Source: an optimization exercise on an open RTL-to-GDS flow (aim: small area, a short achievable clock period and few clock cycles per item). Production flows keep margins and buffers that such runs may drop. Where RTL was checked, it was by simulation tests only, not by an equivalence proof against the original.

==> inputs of v19 <==
## wsio_scaler
module wsio_scaler (
    input  wire        clk,
    input  wire        rst,         
    input  wire        in_valid,
    output wire        in_ready,
    input  wire        in_op,       
    input  wire [63:0] in_data,
    output wire        out_valid,
    input  wire        out_ready,
    output wire [63:0] out_data,
    output wire        out_err
);
==> flow/config.mk <==
export PLATFORM = sky130hd
export DESIGN_NAME = wsio_scaler
export DESIGN_NICKNAME = wsio_scaler
export VERILOG_FILES = /design/flow/design.v
export SDC_FILE = /design/flow/constraint.sdc
export NUM_CORES = 4
export LEC_CHECK = 0
export ABC_AREA = 1
export CAP_MARGIN = 20
export CORE_MARGIN = 2
export CORE_UTILIZATION = 40
export SETUP_SLACK_MARGIN = 5
export SLEW_MARGIN = 20
==> flow/constraint.sdc <==
create_clock -name core_clock -period 10.0 [get_ports {clk}]
set_input_delay 2.0000 -clock core_clock [delete_from_list [all_inputs] [get_ports {clk}]]
set_output_delay 2.0000 -clock core_clock [all_outputs]
set_load 0.01 [all_outputs]
run.sh (not shown) runs the stock make flow with config.mk's settings and CLKGATE_MAP_FILE= SYNTH_SCRIPT=/design/flow/synth_recipe.tcl, a recipe that flattens the netlist after the stock synthesis.
==> v20: changes against v19 <==
--- a/flow/design.v
+++ b/flow/design.v
@@ -28,53 +28,46 @@
     wire        x_sign = in_data[63];
     wire [10:0] x_exp  = in_data[62:52];
     wire [52:0] x_mant = {1'b1, in_data[51:0]};
     wire [59:0] p_s    = {x_mant, 7'd0} - {6'd0, x_mant, 1'b0} - {7'd0, x_mant} + 60'd32;
     wire        p_c    = p_s[59] & (&p_s[42:5]);
     wire        x_big  = (x_exp > 11'd1029);             
     wire        x_in   = (x_exp >= 11'd1013) && !x_big;
     wire [4:0]  x_d    = x_exp[4:0] - 5'd21;             
-    wire [42:0] s1_in = {in_op,
-                         in_op ? {p_c, x_sign, x_in, x_big} : r51[18:15],
-                         r51[14:0],
-                         in_op ? p_s[59:43] : r17,
-                         in_op ? x_d : {e_hi, lz},
-                         e_zero};
+    wire [45:0] s1_in = in_op ? {19'd0, 1'b1, p_c, p_s[59:43], x_d, x_sign, x_in, x_big}
+                              : {r51, 1'b0, 1'b0, r17, e_hi, lz, 2'b00, e_zero};
     reg         a_valid;
-    reg  [42:0] a_d;
+    reg  [45:0] a_d;
     reg         o_valid;
-    reg  [51:0] o_data;
-    reg         o_e10;      
-    reg         o_e9;       
-    reg  [4:0]  o_e4;       
+    reg  [62:0] o_data;
     reg         o_err;
     wire en2    = !o_valid || out_ready;        
     wire a_load = en2 || !a_valid;              
     assign in_ready = a_load;
     always @(posedge clk) begin
         if (rst)
             a_valid <= 1'b0;
         else if (a_load)
             a_valid <= in_valid;
         if (a_load)
             a_d <= s1_in;
     end
     assign out_valid = o_valid;
-    assign out_data  = {1'b0, o_e10, {5{o_e9}}, o_e4, o_data};
+    assign out_data  = {1'b0, o_data};
     assign out_err   = o_err;
-    wire        s_op   = a_d[42];
-    wire [18:0] s_w    = a_d[41:23];
-    wire [16:0] s_v    = a_d[22:6];
-    wire [4:0]  s_n    = a_d[5:1];
-    wire        s_z    = a_d[0];
+    wire        s_op   = a_d[26];
+    wire        s_c    = a_d[25];
+    wire [16:0] s_v    = a_d[24:8];
+    wire [4:0]  s_n    = a_d[7:3];
+    wire [2:0]  s_f    = a_d[2:0];
     wire [16:0] e_r17  = s_v;
     wire [16:0] e_r17n = ~s_v;
-    wire [18:0] e_r51  = s_w;
-    wire [18:0] e_r51n = ~s_w;
+    wire [18:0] e_r51  = a_d[45:27];
+    wire [18:0] e_r51n = ~a_d[45:27];
     wire ts1 = e_r51[17] ^ e_r51n[13];
     wire tc2 = e_r51[17] & e_r51n[13];
     wire ts3 = e_r51[18] ^ e_r51n[14] ^ e_r17[9];
     wire tc4 = (e_r51[18] & e_r51n[14]) | (e_r17[9] & (e_r51[18] ^ e_r51n[14]));
     wire ts5 = e_r51n[15] ^ e_r17[10];
     wire tc6 = e_r51n[15] & e_r17[10];
     wire ts7 = e_r51n[16] ^ e_r17[11];
     wire tc8 = e_r51n[16] & e_r17[11];
@@ -408,30 +401,26 @@
     wire tc336 = e_r17[14] & 1'b1;
     wire ts337 = e_r17[15] ^ 1'b1;
     wire tc338 = e_r17[15] & 1'b1;
     wire [60:0] e_sa = {ts337, ts335, ts333, ts331, ts329, ts327, ts325, ts323, ts321, ts319, ts317, ts315, ts313, ts311, ts309, ts307, ts305, ts303, ts301, ts299, ts297, ts295, ts293, ts291, ts289, ts287, ts285, ts283, ts281, ts279, ts277, ts275, ts273, ts271, ts269, ts267, ts265, ts263, ts261, ts259, ts257, ts255, ts253, ts251, ts249, ts247, ts245, ts243, ts241, ts239, ts237, ts235, ts233, ts231, ts229, ts227, ts225, ts223, ts221, 1'b1, e_r51n[12]};
     wire [60:0] e_sb = {tc336, tc334, tc332, tc330, tc328, tc326, tc324, tc322, tc320, tc318, tc316, tc314, tc312, tc310, tc308, tc306, tc304, tc302, tc300, tc298, tc296, tc294, tc292, tc290, tc288, tc286, tc284, tc282, tc280, tc278, tc276, tc274, tc272, tc270, tc268, tc266, tc264, tc262, tc260, tc258, tc256, tc254, tc252, tc250, tc248, tc246, tc244, tc242, tc240, tc238, tc236, tc234, tc232, tc230, tc228, tc226, tc224, tc222, tc220, ts219, e_r17n[5]};
     wire [60:0] e_sum = e_sa + e_sb;
     wire [51:0] e_frac = e_sum[60:9];
     wire [10:0] e_exp  = 11'd1028 - {7'd0, s_n[3:0]} + {10'd0, s_n[4]};
-    wire [51:0] e_res  = s_z ? 52'd0 : e_frac;
+    wire [62:0] e_res  = s_f[0] ? 63'd0 : {e_exp, e_frac};
     wire [16:0] r_p    = s_v + {16'd0, s_c};            
     wire [16:0] r_t    = r_p >> (5'd16 - s_n);
-    wire        s_c    = s_w[18];
-    wire        r_sign = s_w[17];
-    wire        r_in   = s_w[16];
-    wire        r_err  = s_w[15] | (r_in & (r_sign ? (r_t != 17'd0) : r_t[16]));
+    wire        r_sign = s_f[2];
+    wire        r_in   = s_f[1];
+    wire        r_err  = s_f[0] | (r_in & (r_sign ? (r_t != 17'd0) : r_t[16]));
     wire [15:0] r_val  = (r_err | r_sign | !r_in) ? 16'd0 : r_t[15:0];
     always @(posedge clk) begin
         if (rst)
             o_valid <= 1'b0;
         else if (en2)
             o_valid <= a_valid;
         if (en2) begin
-            o_data <= s_op ? {36'd0, r_val} : e_res;
-            o_e10  <= !s_op && !s_z && e_exp[10];
-            o_e9   <= !s_op && !s_z && !e_exp[10];
-            o_e4   <= (s_op || s_z) ? 5'd0 : e_exp[4:0];
+            o_data <= s_op ? {47'd0, r_val} : e_res;
             o_err  <= s_op & r_err;
         end
     end
 endmodule
==> v12: changes against v19 <==
--- a/flow/design.v
+++ b/flow/design.v
@@ -16,65 +16,56 @@
     always @(*) begin
         lz = 4'd0;
         for (i = 0; i < 16; i = i + 1)
             if (raw[i]) lz = 4'd15 - i[3:0];
     end
     wire [15:0] rn     = raw << lz;
     wire        e_hi   = (rn >= 16'd64000);
     wire [16:0] r17    = e_hi ? {1'b0, rn} : {rn, 1'b0};
-    wire [17:0] raw3   = {2'b00, raw} + {1'b0, raw, 1'b0};    
-    wire [17:0] rn3    = raw3 << lz;
-    wire [18:0] r51    = e_hi ? {1'b0, rn3} : {rn3, 1'b0};     
+    wire [18:0] r51    = {2'b00, r17} + {1'b0, r17, 1'b0};    
     wire        e_zero = (raw == 16'd0);
     wire        x_sign = in_data[63];
     wire [10:0] x_exp  = in_data[62:52];
     wire [52:0] x_mant = {1'b1, in_data[51:0]};
     wire [59:0] p_s    = {x_mant, 7'd0} - {6'd0, x_mant, 1'b0} - {7'd0, x_mant} + 60'd32;
     wire        p_c    = p_s[59] & (&p_s[42:5]);
     wire        x_big  = (x_exp > 11'd1029);             
     wire        x_in   = (x_exp >= 11'd1013) && !x_big;
     wire [4:0]  x_d    = x_exp[4:0] - 5'd21;             
-    wire [42:0] s1_in = {in_op,
-                         in_op ? {p_c, x_sign, x_in, x_big} : r51[18:15],
-                         r51[14:0],
-                         in_op ? p_s[59:43] : r17,
-                         in_op ? x_d : {e_hi, lz},
-                         e_zero};
+    wire [45:0] s1_in = in_op ? {19'd0, 1'b1, p_c, p_s[59:43], x_d, x_sign, x_in, x_big}
+                              : {r51, 1'b0, 1'b0, r17, e_hi, lz, 2'b00, e_zero};
     reg         a_valid;
-    reg  [42:0] a_d;
+    reg  [45:0] a_d;
     reg         o_valid;
-    reg  [51:0] o_data;
-    reg         o_e10;      
-    reg         o_e9;       
-    reg  [4:0]  o_e4;       
+    reg  [62:0] o_data;
     reg         o_err;
     wire en2    = !o_valid || out_ready;        
     wire a_load = en2 || !a_valid;              
     assign in_ready = a_load;
     always @(posedge clk) begin
         if (rst)
             a_valid <= 1'b0;
         else if (a_load)
             a_valid <= in_valid;
         if (a_load)
             a_d <= s1_in;
     end
     assign out_valid = o_valid;
-    assign out_data  = {1'b0, o_e10, {5{o_e9}}, o_e4, o_data};
+    assign out_data  = {1'b0, o_data};
     assign out_err   = o_err;
-    wire        s_op   = a_d[42];
-    wire [18:0] s_w    = a_d[41:23];
-    wire [16:0] s_v    = a_d[22:6];
-    wire [4:0]  s_n    = a_d[5:1];
-    wire        s_z    = a_d[0];
+    wire        s_op   = a_d[26];
+    wire        s_c    = a_d[25];
+    wire [16:0] s_v    = a_d[24:8];
+    wire [4:0]  s_n    = a_d[7:3];
+    wire [2:0]  s_f    = a_d[2:0];
     wire [16:0] e_r17  = s_v;
     wire [16:0] e_r17n = ~s_v;
-    wire [18:0] e_r51  = s_w;
-    wire [18:0] e_r51n = ~s_w;
+    wire [18:0] e_r51  = a_d[45:27];
+    wire [18:0] e_r51n = ~a_d[45:27];
     wire ts1 = e_r51[17] ^ e_r51n[13];
     wire tc2 = e_r51[17] & e_r51n[13];
     wire ts3 = e_r51[18] ^ e_r51n[14] ^ e_r17[9];
     wire tc4 = (e_r51[18] & e_r51n[14]) | (e_r17[9] & (e_r51[18] ^ e_r51n[14]));
     wire ts5 = e_r51n[15] ^ e_r17[10];
     wire tc6 = e_r51n[15] & e_r17[10];
     wire ts7 = e_r51n[16] ^ e_r17[11];
     wire tc8 = e_r51n[16] & e_r17[11];
@@ -408,30 +399,26 @@
     wire tc336 = e_r17[14] & 1'b1;
     wire ts337 = e_r17[15] ^ 1'b1;
     wire tc338 = e_r17[15] & 1'b1;
     wire [60:0] e_sa = {ts337, ts335, ts333, ts331, ts329, ts327, ts325, ts323, ts321, ts319, ts317, ts315, ts313, ts311, ts309, ts307, ts305, ts303, ts301, ts299, ts297, ts295, ts293, ts291, ts289, ts287, ts285, ts283, ts281, ts279, ts277, ts275, ts273, ts271, ts269, ts267, ts265, ts263, ts261, ts259, ts257, ts255, ts253, ts251, ts249, ts247, ts245, ts243, ts241, ts239, ts237, ts235, ts233, ts231, ts229, ts227, ts225, ts223, ts221, 1'b1, e_r51n[12]};
     wire [60:0] e_sb = {tc336, tc334, tc332, tc330, tc328, tc326, tc324, tc322, tc320, tc318, tc316, tc314, tc312, tc310, tc308, tc306, tc304, tc302, tc300, tc298, tc296, tc294, tc292, tc290, tc288, tc286, tc284, tc282, tc280, tc278, tc276, tc274, tc272, tc270, tc268, tc266, tc264, tc262, tc260, tc258, tc256, tc254, tc252, tc250, tc248, tc246, tc244, tc242, tc240, tc238, tc236, tc234, tc232, tc230, tc228, tc226, tc224, tc222, tc220, ts219, e_r17n[5]};
     wire [60:0] e_sum = e_sa + e_sb;
     wire [51:0] e_frac = e_sum[60:9];
     wire [10:0] e_exp  = 11'd1028 - {7'd0, s_n[3:0]} + {10'd0, s_n[4]};
-    wire [51:0] e_res  = s_z ? 52'd0 : e_frac;
+    wire [62:0] e_res  = s_f[0] ? 63'd0 : {e_exp, e_frac};
     wire [16:0] r_p    = s_v + {16'd0, s_c};            
     wire [16:0] r_t    = r_p >> (5'd16 - s_n);
-    wire        s_c    = s_w[18];
-    wire        r_sign = s_w[17];
-    wire        r_in   = s_w[16];
-    wire        r_err  = s_w[15] | (r_in & (r_sign ? (r_t != 17'd0) : r_t[16]));
+    wire        r_sign = s_f[2];
+    wire        r_in   = s_f[1];
+    wire        r_err  = s_f[0] | (r_in & (r_sign ? (r_t != 17'd0) : r_t[16]));
     wire [15:0] r_val  = (r_err | r_sign | !r_in) ? 16'd0 : r_t[15:0];
     always @(posedge clk) begin
         if (rst)
             o_valid <= 1'b0;
         else if (en2)
             o_valid <= a_valid;
         if (en2) begin
-            o_data <= s_op ? {36'd0, r_val} : e_res;
-            o_e10  <= !s_op && !s_z && e_exp[10];
-            o_e9   <= !s_op && !s_z && !e_exp[10];
-            o_e4   <= (s_op || s_z) ? 5'd0 : e_exp[4:0];
+            o_data <= s_op ? {47'd0, r_val} : e_res;
             o_err  <= s_op & r_err;
         end
     end
 endmodule
==> results.txt <==
Total area of multi-input combinational cells: v20 0.01556 mm²; v19 0.01564 mm²; v12 0.01520 mm²
GR Layer Usage met2: v20 0.4999; v19 0.4590; v12 0.4771
Fin crit share: v20 0.4918; v19 0.4978; v12 0.5385
R2R Setup Slk: v20 5.17 ns; v19 5.07 ns; v12 5.03 ns
Simple-gate area share of the yosys netlist: v20 0.2364; v19 0.2540; v12 0.2074
Die boundary height: v20 226.1 µm; v19 228.1 µm; v12 220.0 µm
Drt initial violations: v20 1822; v19 1961; v12 1445
Final Non-Filler Cells: v20 3629; v19 3720; v12 3477
Outcome: v20 no timing/DRC/antenna violations; v19 no timing/DRC/antenna violations; v12 no timing/DRC/antenna violations
Register share of the cell area: v20 0.1358; v19 0.1311; v12 0.1324
Standard cell area after detailed placement: v20 0.02172 mm²; v19 0.02204 mm²; v12 0.02090 mm²
Synthesized-area fraction occupied by adder cells: v20 0.3014; v19 0.2953; v12 0.3139
Final WL: v20 72.76 mm; v19 72.64 mm; v12 64.64 mm
Testbench counts of v19, summed over its fixed seeds: cycles 4,008, items 4,000.
No functional check of the RTL was part of v20 and v12.

==> afterwards: timing with drivers on the ports <==
Ports are ideal in the flow. The routed layouts listed here were re-timed in OpenROAD.
Step 1 assumes that a clkbuf_16 drives the clock port and a buf_2 every other input.
Step 2, shift: input delay + t, output delay - t, t = (earliest + latest rising clock arrival at the registers) / 2. This alone moves slack from input paths to output paths.
Slacks: no drivers / after step 1 / after step 2; pairs: no drivers / after step 1.
run	shift t [ns]	setup WS [ns]	worst setup path at the end	slew at the worst register clock pin (ns)
v19	0.454	5.022 / 4.991 / 4.707	input to register	0.10 / 0.10
v20	0.454	5.082 / 5.060 / 4.723	input to register	0.10 / 0.10
v12	0.430	4.615 / 4.592 / 4.162	input to register	0.09 / 0.09
After both steps every run listed still meets setup and hold. For v12, which loses most, drivers alone change the setup slack by -0.023 ns; drivers and shift together by -0.453 ns.
